Background: an optimization exercise with open tools, aiming at small area, a short achievable clock period and few clock cycles. Do not read the settings as production practice.
Only simulation tests tie the RTL to the original design; equivalence was not proved.

$ cat flow/run.sh
#!/bin/bash
# synth_recipe.tcl (not shown) runs the flow's synth.tcl, then flattens the netlist and writes it again
# the make line also repeats each setting of config.mk as NAME=value (left out here)
make -C /OpenROAD-flow-scripts/flow DESIGN_CONFIG=/design/flow/config.mk WORK_HOME=/design/flow/orfs CLKGATE_MAP_FILE= SYNTH_SCRIPT=/design/flow/synth_recipe.tcl finish
$ cat flow/config.mk
export PLATFORM = sky130hd
export DESIGN_NAME = rs_codec
export DESIGN_NICKNAME = rs_codec
export VERILOG_FILES = /design/flow/design.v
export SDC_FILE = /design/flow/constraint.sdc
export NUM_CORES = 4
export LEC_CHECK = 0
export CAP_MARGIN = 20
export CORE_MARGIN = 2
export CORE_UTILIZATION = 40
export SETUP_SLACK_MARGIN = 5
export SLEW_MARGIN = 20
$ cat flow/constraint.sdc
create_clock -name core_clock -period 10.0 [get_ports {clk}]
set_input_delay 2.0000 -clock core_clock [delete_from_list [all_inputs] [get_ports {clk}]]
set_output_delay 2.0000 -clock core_clock [all_outputs]
set_load 0.01 [all_outputs]
$ cat flow/design.v
module rs_codec (
    input  wire       clk,
    input  wire       rst,
    output wire       ready,
    input  wire       start,
    input  wire       mode,
    input  wire [4:0] k,
    input  wire [7:0] len,
    input  wire       in_valid,
    input  wire [7:0] in_data,
    output wire       in_ready,
    output reg        out_valid,
    output reg  [7:0] out_pos,
    output reg  [7:0] out_val,
    output reg        done,
    output reg        ok,
    output reg  [3:0] nerr
);
    function [3:0] m4;
        input [3:0] a;
        input [3:0] b;
        integer i;
        reg [3:0] p, aa;
        begin
            p  = 4'h0;
            aa = a;
            for (i = 0; i < 4; i = i + 1) begin
                if (b[i]) p = p ^ aa;
                aa = {aa[2:0], 1'b0} ^ (aa[3] ? 4'h3 : 4'h0);
            end
            m4 = p;
        end
    endfunction
    function [7:0] gf_mul;
        input [7:0] a;
        input [7:0] b;
        reg [3:0] hh, ll, mm;
        begin
            hh = m4(a[7:4], b[7:4]);
            ll = m4(a[3:0], b[3:0]);
            mm = m4(a[7:4] ^ a[3:0], b[7:4] ^ b[3:0]);
            gf_mul = {mm ^ ll, ll ^ m4(hh, 4'h9)};
        end
    endfunction
    function [7:0] gf_inv;
        input [7:0] a;
        reg [3:0] d, di;
        begin
            d = m4(m4(a[7:4], a[7:4]), 4'h9) ^ m4(a[7:4], a[3:0]) ^ m4(a[3:0], a[3:0]);
            case (d)
                4'h0: di = 4'h0;
                4'h1: di = 4'h1;
                4'h2: di = 4'h9;
                4'h3: di = 4'he;
                4'h4: di = 4'hd;
                4'h5: di = 4'hb;
                4'h6: di = 4'h7;
                4'h7: di = 4'h6;
                4'h8: di = 4'hf;
                4'h9: di = 4'h2;
                4'ha: di = 4'hc;
                4'hb: di = 4'h5;
                4'hc: di = 4'ha;
                4'hd: di = 4'h4;
                4'he: di = 4'h3;
                4'hf: di = 4'h8;
                default: di = 4'h0;
            endcase
            gf_inv = {m4(di, a[7:4]), m4(di, a[7:4] ^ a[3:0])};
        end
    endfunction
    function [7:0] phi;
        input [7:0] a;
        begin
            phi[0] = a[0] ^ a[1] ^ a[3];
            phi[1] = a[1] ^ a[5];
            phi[2] = a[1] ^ a[3] ^ a[4] ^ a[7];
            phi[3] = a[1] ^ a[2] ^ a[5];
            phi[4] = a[4] ^ a[7];
            phi[5] = a[1] ^ a[3] ^ a[4];
            phi[6] = a[2] ^ a[5] ^ a[6];
            phi[7] = a[5];
        end
    endfunction
    function [7:0] phi_inv;
        input [7:0] a;
        begin
            phi_inv[0] = a[0] ^ a[2] ^ a[4];
            phi_inv[1] = a[1] ^ a[7];
            phi_inv[2] = a[1] ^ a[3];
            phi_inv[3] = a[1] ^ a[2] ^ a[4] ^ a[7];
            phi_inv[4] = a[2] ^ a[4] ^ a[5];
            phi_inv[5] = a[7];
            phi_inv[6] = a[1] ^ a[3] ^ a[6] ^ a[7];
            phi_inv[7] = a[2] ^ a[5];
        end
    endfunction
    function [127:0] gen_tab;
        input [4:0] kk;
        begin
            case (kk)
                5'd1: gen_tab = 128'h01000000000000000000000000000000;
                5'd2: gen_tab = 128'h2e2f0000000000000000000000000000;
                5'd3: gen_tab = 128'h66422500000000000000000000000000;
                5'd4: gen_tab = 128'h43999b40000000000000000000000000;
                5'd5: gen_tab = 128'h7733bd0ef60000000000000000000000;
                5'd6: gen_tab = 128'hbd016acab0ad00000000000000000000;
                5'd7: gen_tab = 128'hfdb42a960b08f7000000000000000000;
                5'd8: gen_tab = 128'he90b7599ddb271110000000000000000;
                5'd9: gen_tab = 128'hb11762e39596bb1d8300000000000000;
                5'd10: gen_tab = 128'h457b63c9323637bf4c55000000000000;
                5'd11: gen_tab = 128'hb33bf0d1b56bf18f20f6de0000000000;
                5'd12: gen_tab = 128'h08d86ed90d77663c19fd298b00000000;
                5'd13: gen_tab = 128'h3064b035eb35b66c88c15a5c9b000000;
                5'd14: gen_tab = 128'h429991279c46c1627afdb94f94f00000;
                5'd15: gen_tab = 128'h581cc9f0be4a0aaeae1f5c46ca733e00;
                5'd16: gen_tab = 128'hf56caf8608617625f041eed7a5d182f5;
                default: gen_tab = 128'h0;
            endcase
        end
    endfunction
    function [7:0] aneg_k;
        input [4:0] kk;
        begin
            case (kk)
                5'd1:  aneg_k = 8'h56; 5'd2:  aneg_k = 8'h26; 5'd3:  aneg_k = 8'hb2; 5'd4:  aneg_k = 8'h45;
                5'd5:  aneg_k = 8'he7; 5'd6:  aneg_k = 8'h99; 5'd7:  aneg_k = 8'h3f; 5'd8:  aneg_k = 8'h3a;
                5'd9:  aneg_k = 8'h17; 5'd10: aneg_k = 8'hba; 5'd11: aneg_k = 8'ha0; 5'd12: aneg_k = 8'hd2;
                5'd13: aneg_k = 8'hea; 5'd14: aneg_k = 8'h51; 5'd15: aneg_k = 8'ha7; 5'd16: aneg_k = 8'h53;
                default: aneg_k = 8'h00;
            endcase
        end
    endfunction
    function [7:0] aneg_2k;
        input [4:0] kk;
        begin
            case (kk)
                5'd1:  aneg_2k = 8'h26; 5'd2:  aneg_2k = 8'h45; 5'd3:  aneg_2k = 8'h99; 5'd4:  aneg_2k = 8'h3a;
                5'd5:  aneg_2k = 8'hba; 5'd6:  aneg_2k = 8'hd2; 5'd7:  aneg_2k = 8'h51; 5'd8:  aneg_2k = 8'h53;
                5'd9:  aneg_2k = 8'h1f; 5'd10: aneg_2k = 8'h95; 5'd11: aneg_2k = 8'h84; 5'd12: aneg_2k = 8'he3;
                5'd13: aneg_2k = 8'hb4; 5'd14: aneg_2k = 8'h20; 5'd15: aneg_2k = 8'h82; 5'd16: aneg_2k = 8'h24;
                default: aneg_2k = 8'h00;
            endcase
        end
    endfunction
    localparam [127:0] ALPHA_POS  = 128'had1a7238bbf6f4581440ca3425482f01;
    localparam [135:0] ALPHA_NEG  = 136'h53a751ead2a0ba173a3f99e745b2265601;
    localparam [135:0] ALPHA_NEG2 = 136'h248220b4e384951f5351d2ba3a99452601;
    reg       st_idle;     
    reg       st_in;       
    reg       st_bma;      
    reg       st_bmb;      
    reg       st_uph;      
    reg       st_chn;      
    reg       st_out;      
    reg       inr_r;
    reg       mode_r;
    reg [4:0] k_r;
    reg [7:0] len_r;
    reg [7:0] rem;         
    reg       rem1;        
    reg       rem2;        
    reg       init_r;      
    reg [7:0] d_r;         
    reg       v_r;         
    reg       last_r;      
    reg [7:0] cnt;         
    reg       lastit;      
    reg       pos0;        
    reg [4:0] oc;          
    reg       oc1;         
    reg [4:0] L;
    reg       lc_r;        
    reg       dlnz;        
    reg [3:0] fcnt;        
    reg       pend;        
    reg [7:0] dl;          
    reg [7:0] dinv;        
    reg [7:0] zz;          
    reg       fp_v;        
    reg [7:0] fp_pos, fp_uz, fp_inv;
    reg       syn_r, enc_r, rot_r, inj_r, wr_r, fsel_r;
    reg [7:0] fp_slot;     
    reg [7:0] R   [0:15];
    reg [7:0] lam [1:8];   
    reg [7:0] bt  [0:7];   
    wire [3:0] t = k_r[4:1];
    assign ready    = st_idle;
    assign in_ready = inr_r;
    wire take = in_valid & inr_r;
    wire is_last = v_r ? rem2 : rem1;
    wire [127:0] gen = gen_tab(init_r ? k_r : 5'd0);    
    wire [7:0]   fb  = d_r ^ R[15];
    wire         st_fb = !(st_bma | st_bmb | st_chn);
    reg  [7:0] ym   [1:8];    
    reg  [7:0] mp   [1:8];    
    reg  [7:0] xn   [0:7];    
    reg  [7:0] yn   [0:7];    
    reg  [7:0] np   [0:7];    
    reg  [7:0] bus;
    reg  [7:0] dot;           
    reg  [7:0] csum;          
    reg  [7:0] codd;          
    reg  [7:0] uval;          
    reg  [7:0] inv_in, inv_out;
    reg  [7:0] codd_sel;      
    reg  [7:0] fe;            
    integer i;
    always @* begin
        csum = 8'h01;
        codd = 8'h00;
        for (i = 1; i < 9; i = i + 1) begin
            csum = csum ^ lam[i];
            if (i % 2 == 1) codd = codd ^ lam[i];
        end
        uval = 8'h00;
        for (i = 0; i < 8; i = i + 1)
            uval = uval ^ bt[i];
        bus = ({8{st_bma}} & dinv) | ({8{st_bmb}} & dl) | ({8{st_chn}} & zz) | ({8{st_fb}} & fb);
        for (i = 1; i < 9; i = i + 1)
            ym[i] = mode_r ? R[7+i] : fb;
        for (i = 0; i < 8; i = i + 1) begin
            xn[i] = bt[i];
            yn[i] = bus;
        end
        codd_sel = codd;
        inv_in  = st_chn ? codd_sel : dl;
        inv_out = gf_inv(inv_in);
        if (st_chn) begin
            xn[0] = uval;           
            xn[1] = aneg_k(k_r);    
        end
        if (fsel_r) begin
            xn[2] = fp_uz;      
            yn[2] = fp_inv;
        end
        for (i = 1; i < 9; i = i + 1)
            mp[i] = gf_mul(lam[i], ym[i]);
        for (i = 0; i < 8; i = i + 1)
            np[i] = gf_mul(xn[i], yn[i]);
        fe = np[2];
        dot = R[7];
        for (i = 1; i < 9; i = i + 1)
            dot = dot ^ mp[i];
    end
    wire root = (csum == 8'h00);
    wire step = st_chn;
    wire [2:0] slot_ix = L[2:0] - 3'd1 - fcnt[2:0];
    wire [7:0] slot_oh = 8'h01 << slot_ix;
    wire len0     = (len_r == 8'd0);
    wire in2out   = st_in & ((init_r & len0) | (last_r & !mode_r));
    wire in2bma   = st_in & last_r & mode_r;
    wire uph_fin  = st_uph & ((L > {1'b0, t}) | (L == 5'd0));
    wire uph2chn  = st_uph & !uph_fin & (cnt[3:0] == L[3:0] - 4'd1);
    wire chn2out  = st_chn & root & (fcnt + 4'd1 == L[3:0]);
    wire chn_fail = st_chn & !chn2out & pos0;
    wire out_fin  = st_out & oc1;
    wire n_idle   = (st_idle & !start) | uph_fin | chn_fail | out_fin;
    wire n_in     = (st_idle & start) | (st_in & !in2out & !in2bma);
    wire n_bma    = in2bma | (st_bmb & !lastit);
    wire n_bmb    = st_bma;
    wire n_uph    = (st_bmb & lastit) | (st_uph & !uph_fin & !uph2chn);
    wire n_chn    = uph2chn | (st_chn & !chn2out & !chn_fail);
    wire n_out    = in2out | chn2out | (st_out & !out_fin);
    always @(posedge clk) begin
        out_valid <= 1'b0;
        done      <= 1'b0;
        v_r       <= take & !rst;
        last_r    <= take & is_last & !rst;
        d_r       <= phi(in_data);
        init_r    <= 1'b0;
        fp_v      <= 1'b0;
        syn_r     <= take & mode_r & !rst;
        enc_r     <= take & !mode_r & !rst;
        rot_r     <= !rst & (n_bmb | n_uph | n_out);
        inj_r     <= !rst & ((st_bma & lastit) | n_uph);
        fsel_r    <= !rst & (n_chn | n_out);
        wr_r      <= !rst & st_chn & root & !chn2out;
        if (rst) begin
            st_idle <= 1'b1;
            st_in   <= 1'b0;
            st_bma  <= 1'b0;
            st_bmb  <= 1'b0;
            st_uph  <= 1'b0;
            st_chn  <= 1'b0;
            st_out  <= 1'b0;
            inr_r   <= 1'b0;
            ok      <= 1'b0;
            nerr    <= 4'd0;
        end else begin
            if (v_r) begin
                rem  <= rem - 8'd1;
                rem1 <= (rem == 8'd2);
                rem2 <= (rem == 8'd3);
            end
            if (take && is_last) inr_r <= 1'b0;
            if (st_idle && start) begin
                mode_r  <= mode;
                k_r     <= k;
                len_r   <= len;
                rem     <= len;
                rem1    <= (len == 8'd1);
                rem2    <= (len == 8'd2);
                inr_r   <= (len != 8'd0);
                init_r  <= 1'b1;
            end
            if (st_in) begin
                if ((init_r && len_r == 8'd0) || (last_r && !mode_r)) begin
                    cnt    <= len_r;
                    oc     <= k_r;
                    oc1    <= (k_r == 5'd1);
                end else if (last_r) begin
                    cnt    <= 8'd0;
                    lastit <= (k_r == 5'd1);
                    L      <= 5'd0;
                    pend   <= 1'b0;
                end
            end
            if (st_bma) begin
                dl     <= dot;
                dlnz   <= (dot != 8'h00);
                lc_r   <= ({L, 1'b0} <= {1'b0, cnt[4:0]});
                pend   <= 1'b0;
            end
            if (st_bmb) begin
                if (dlnz && lc_r) begin
                    L    <= cnt[4:0] + 5'd1 - L;
                    dinv <= inv_out;
                    pend <= 1'b1;
                end
                if (lastit) begin
                    cnt    <= 8'd0;
                end else begin
                    cnt    <= cnt + 8'd1;
                    lastit <= (cnt[4:0] + 5'd2 == k_r);
                end
            end
            if (st_uph) begin
                zz <= 8'h01;
                if (L > {1'b0, t} || L == 5'd0) begin
                    done    <= 1'b1;
                    ok      <= (L == 5'd0);
                    nerr    <= 4'd0;
                end else if (cnt[3:0] == L[3:0] - 4'd1) begin
                    cnt     <= len_r - 8'd1;
                    pos0    <= (len_r == 8'd1);
                    fcnt    <= 4'd0;
                end else begin
                    cnt <= cnt + 8'd1;
                end
            end
            if (st_chn) begin
                zz <= np[1];
                if (root) begin
                    fp_v    <= 1'b1;
                    fp_pos  <= cnt;
                    fp_uz   <= np[0];
                    fp_inv  <= inv_out;
                    fp_slot <= slot_oh;
                    fcnt    <= fcnt + 4'd1;
                end
                if (root && fcnt + 4'd1 == L[3:0]) begin
                    oc     <= L;
                    oc1    <= (L == 5'd1);
                end else if (pos0) begin
                    done    <= 1'b1;
                    ok      <= 1'b0;
                    nerr    <= 4'd0;
                end else begin
                    cnt  <= cnt - 8'd1;
                    pos0 <= (cnt == 8'd1);
                end
            end
            if (st_out) begin
                out_valid <= 1'b1;
                oc        <= oc - 5'd1;
                oc1       <= (oc == 5'd2);
                cnt       <= cnt + 8'd1;
                if (!mode_r) begin
                    out_pos <= cnt;
                    out_val <= phi_inv(R[15]);
                end else if (fp_v) begin
                    out_pos <= fp_pos;
                    out_val <= phi_inv(fe);
                end else begin
                    out_pos <= R[7];
                    out_val <= phi_inv(R[15]);
                end
                if (oc1) begin
                    done    <= 1'b1;
                    ok      <= 1'b1;
                    nerr    <= mode_r ? L[3:0] : 4'd0;
                end
            end
            st_idle <= n_idle;
            st_in   <= n_in;
            st_bma  <= n_bma;
            st_bmb  <= n_bmb;
            st_uph  <= n_uph;
            st_chn  <= n_chn;
            st_out  <= n_out;
        end
    end
    wire r_syn  = syn_r;
    wire r_enc  = enc_r;
    wire r_rot  = rot_r;
    wire inject = inj_r;
    wire r_wr   = wr_r;
    always @(posedge clk) begin
        if (init_r) begin
            for (i = 0; i < 16; i = i + 1)
                R[i] <= 8'h00;
        end else if (r_syn) begin
            for (i = 0; i < 8; i = i + 1)
                R[i] <= gf_mul(R[i], ALPHA_POS[8*(7-i) +: 8]) ^ d_r;
            for (i = 8; i < 16; i = i + 1)
                R[i] <= gf_mul(R[i], ALPHA_POS[8*(23-i) +: 8]) ^ d_r;
        end else if (r_enc) begin
            R[0] <= np[0];
            for (i = 1; i < 8; i = i + 1)
                R[i] <= R[i-1] ^ np[i];
            for (i = 8; i < 16; i = i + 1)
                R[i] <= R[i-1] ^ mp[i-7];
        end else if (r_rot) begin
            R[0] <= R[15];
            for (i = 1; i < 16; i = i + 1)
                R[i] <= R[i-1];
            if (inject) R[7] <= 8'h00;
        end else if (r_wr) begin
            for (i = 0; i < 8; i = i + 1)
                if (fp_slot[i]) begin
                    R[7-i]  <= fp_pos;
                    R[15-i] <= fe;
                end
        end
        if (init_r) begin
            for (i = 1; i < 9; i = i + 1)
                lam[i] <= mode_r ? 8'h00 : gen[8*(i+7) +: 8];
        end else if (st_bmb) begin
            for (i = 1; i < 9; i = i + 1)
                lam[i] <= lam[i] ^ np[i-1];
        end else if (step) begin
            for (i = 1; i < 9; i = i + 1)
                lam[i] <= gf_mul(lam[i], ALPHA_NEG[8*i +: 8]);
        end
        if (init_r) begin
            for (i = 0; i < 8; i = i + 1)
                bt[i] <= mode_r ? ((i == 0) ? 8'h01 : 8'h00) : gen[8*i +: 8];
        end else if (st_bma) begin
            if (pend)
                for (i = 0; i < 8; i = i + 1)
                    bt[i] <= np[i];
        end else if (st_bmb) begin
            if (dlnz && lc_r) begin
                bt[0] <= 8'h01;
                for (i = 1; i < 8; i = i + 1)
                    bt[i] <= lam[i];
            end else begin
                bt[0] <= 8'h00;
                for (i = 1; i < 8; i = i + 1)
                    bt[i] <= bt[i-1];
            end
        end else if (st_uph) begin
            for (i = 0; i < 8; i = i + 1)
                if (cnt[2:0] == i[2:0])
                    bt[i] <= dot;
                else if (cnt[2:0] == 3'd0)
                    bt[i] <= 8'h00;
        end else if (step) begin
            for (i = 0; i < 8; i = i + 1)
                bt[i] <= gf_mul(bt[i], ALPHA_NEG[8*i +: 8]);
        end
    end
endmodule
==> results.cfg <==
[die]
initial_core_util_pct = 40.3
coreArea_sq_mm = 0.123
rows = 129
ioPinCount = 51
fp.dieArea_sq_mm = 0.127
die_w_um = 357
die-height_um = 357

[worst_setup_path]
max_stage_delay_ns = 0.70
rrSetupSlack_ns = 4.90
startpoint_type = flip-flop
path_delay_family = XOR/XNOR gates
crit_slowest_cell = dfxtp_2
crit_fanout = 28
worst-path-buf-inv = 3
cp.required_ns = 10.58
crit_chain = buf_4 -> xnor2_1 -> o2111ai_4 -> buf_4 -> a32oi_1 -> xor2_1 -> xnor2_1 -> xnor3_1 -> xnor2_2 -> buf_4 -> nand2_1 -> a221oi_1 -> a211oi_1 -> nor3_1
arrival_ns = 5.68
critPathKind = reg2reg
cpMostUsedCell = buf_4
critPathCaptureType = flip-flop

[grt]
antenna_found_initial = 8
grt_util_all_layers_pct = 35.7
grt-ovfl-total = 0
grt_max_degree = 117
grt_pass1_vias = 44854
grt_pass1_wl_um = 332000

[clocking]
clk_latency_ns = 0.68
cts_made_buffers = 53
cts.sinks = 421
clockBufferDepth = 3
clk_pin_slew_worst_paths_ns = 0.07
cts_tree = yes
cts_root_buf = clkbuf_16
htree_levels = 2

[yosys]
syn_avg_cell_area_sq_um = 7.87
synthArstFlopShare_pct = 0
synthFlopType = edfxtp_1
synth-seq-cells = 421
yosysSeqAreaShare_pct = 22.0
syn_area_sq_mm = 0.0497
synth_edf_count = 252
syn_inst = 6316
synthesis.nets = 6407
synth_cell_types = 99
yosysWarningCount = 9

[hold_path]
min_path_type = reg2reg

[finish]
postLayoutCellArea_sq_mm = 0.0548
top_regs = R x128, bt x64, lam x64
syn2layout_area_growth_pct = 10.1
largest-register = R
layout-drive-gt1-share_pct = 8.92
fill_cells = 12301
largest_register_ffs = 128
nets = 6243

[routing]
post_drt_wl_per_cell_um = 30.2
drt-initial-drc-count = 7610
num_vias = 49442
firstDrtPassIters = 8
route.detailed.drc = 0
ant_nets = 0
finalWirelength_um = 236000
vias_per_cell = 6.31

[placement]
place_congestion = 1.04
placed_area_sq_mm = 0.0515
place.port_buffers = 50
hpwl_um = 174000

[sta]
min_period_ns = 5.10
finalHoldViolCount = 0
rsz0062_at_grt = no
worstMarginPinSlew_ns = 1.25
relSlewSlack_pct = 15.9
max_freq_ghz = 0.196
tns_ns = 0
fin_skew_ns = 0.0348
period_share_pct = 51.0
slew_violations = 0
finalSetupViolCount = 0

[run_status]
outcome = complete, no violations

[flow_run]
maxCapViolations = 0
==> layer usage <==
| layer | track usage, % | routed length, um |
|---|---|---|
| met1 | 46.3 | 91200 |
| met5 | 0 | 23 |
| met2 | 52.9 | 98600 |
| met4 | 23.9 | 19300 |
| met3 | 8.04 | 27300 |
==> worst register-to-register path, cell delays in order (launching register included) <==
cell and delay (ns):
dfxtp_2 0.70, buf_4 0.49, xnor2_1 0.26, o2111ai_4 0.22, buf_4 0.41, a32oi_1 0.13, xor2_1 0.18, xnor2_1 0.26
xnor3_1 0.50, xnor2_2 0.42, buf_4 0.33, nand2_1 0.27, a221oi_1 0.60, a211oi_1 0.10, nor3_1 0.16
==> synth_stat cells (50+ instances only) <==
cell type | n | area [sq um]
o211ai_1 | 85 | 638
nor3_1 | 86 | 430
a22oi_1 | 66 | 495
nand2b_1 | 72 | 450
nand3_1 | 59 | 295
nand2_1 | 909 | 3410
mux2i_1 | 141 | 1410
xnor2_1 | 1149 | 10100
nor2_1 | 524 | 1970
a211oi_1 | 74 | 556
buf_1 | 70 | 263
xor2_1 | 464 | 4060
a21oi_1 | 384 | 1920
clkbuf_1 | 359 | 1350
o22ai_1 | 113 | 707
nor2b_1 | 50 | 313
ha_1 | 63 | 788
inv_1 | 106 | 398
edfxtp_1 | 252 | 7570
xnor3_1 | 60 | 1350
dfxtp_1 | 169 | 3380
o21ai_0 | 333 | 1670
==> timing repair <==
item                                    4_1_cts  5_1_grt
hold buffers                                  0        0
endpoints found under the setup margin      128      114
cloned                                        1        2
gates resized for setup                      50       62
setup buffers                                25       47
pin swaps                                    12       26
==> cells in the final DEF, fill, tap and decap left out, drive strengths merged, types with 25 or more instances in the layout <==
master	n
a211oi	75
a21o	25
a21oi	385
a221oi	41
a22oi	66
a311oi	28
a31oi	44
buf	236
clkbuf	71
clkdlybuf4s50	50
dfxtp	169
edfxtp	252
ha	63
inv	114
mux2	47
mux2i	150
nand2	910
nand2b	72
nand3	59
nor2	524
nor2b	50
nor3	87
o211ai	85
o21a	33
o21ai	361
o221ai	44
o22ai	113
xnor2	1169
xnor3	62
xor2	468
==> layout make-up <==
type	instances	area (sq um)	share of cell area, %
multi-input cells	5272	36900	67.5
flip-flops and latches	421	11000	20.1
repair buffers	288	2420	4.42
well taps	1637	2050	3.74
clock buffers	70	1520	2.78
inverters	116	455	0.832
clock inverters	30	369	0.674
diodes	6	15.0	0.0274
==> worst paths after layout <==
check / cells after the start / endpoint / startpoint
setup / recovery: 14 / R[13][7] / d_r[0]
hold / removal: 2 / R[1][3] / R[1][3]
setup reg to reg: 14 / R[13][7] / d_r[0]
hold reg to reg: 2 / R[1][3] / R[1][3]
==> cells by family (layout without fill, tap and decap cells) <==
| family | Yosys count | in the layout | share of synthesized area [%] |
|---|---|---|---|
| AOI/OAI and AO/OA | 1480 | 1481 | 19.2 |
| xor gates and xnor gates | 1699 | 1699 | 32.0 |
| adders and majority gates | 65 | 65 | 1.67 |
| buffers and inverters | 624 | 504 | 5.26 |
| DFF | 421 | 421 | 22.0 |
| muxes | 197 | 197 | 4.21 |
| other | 0 | 6 | 0 |
| and+or+nand+nor | 1830 | 1830 | 15.6 |
==> metrics by stage <==
stage | hold WS, ns | setup WS, ns | util, % | cells
floorplan | 0.424 | 5.03 | - | 6316
global placement | 0.483 | 3.10 | 41.7 | 7658
detailed placement | 0.495 | 3.08 | 41.7 | 7659
CTS | 0.505 | 5.00 | 43.7 | 7785
global route | 0.512 | 4.98 | 44.3 | 7835
finish | 0.504 | 4.90 | 44.3 | 7840
Testbench counts, summed over its fixed seeds: cycles 70,442.

==> what the ideal ports hide <==
No port has a modelled driver above. Below, the same layout with a new extraction and two added sets of constraints.
Step 1 assumes that a clkbuf_16 drives the clock port and a buf_2 every other input.
Step 2 times the ports against the registers' clock, not the clock port: input delays grow and output delays shrink by t, the midpoint of the rising clock arrivals with the driver on.
Three values: no drivers, after step 1, after step 2; two values: the first two.
shift t [ns]: 0.748
slack for setup (ns): 4.901 / 4.901 / 4.596
worst setup path at the end: input to register
slew at the worst register clock pin (ns): 0.07 / 0.07
pins driven straight from the clock port: 1
After both steps this run still meets setup and hold. For this run, drivers alone change the setup slack by 0.000 ns; drivers and shift together by -0.305 ns.
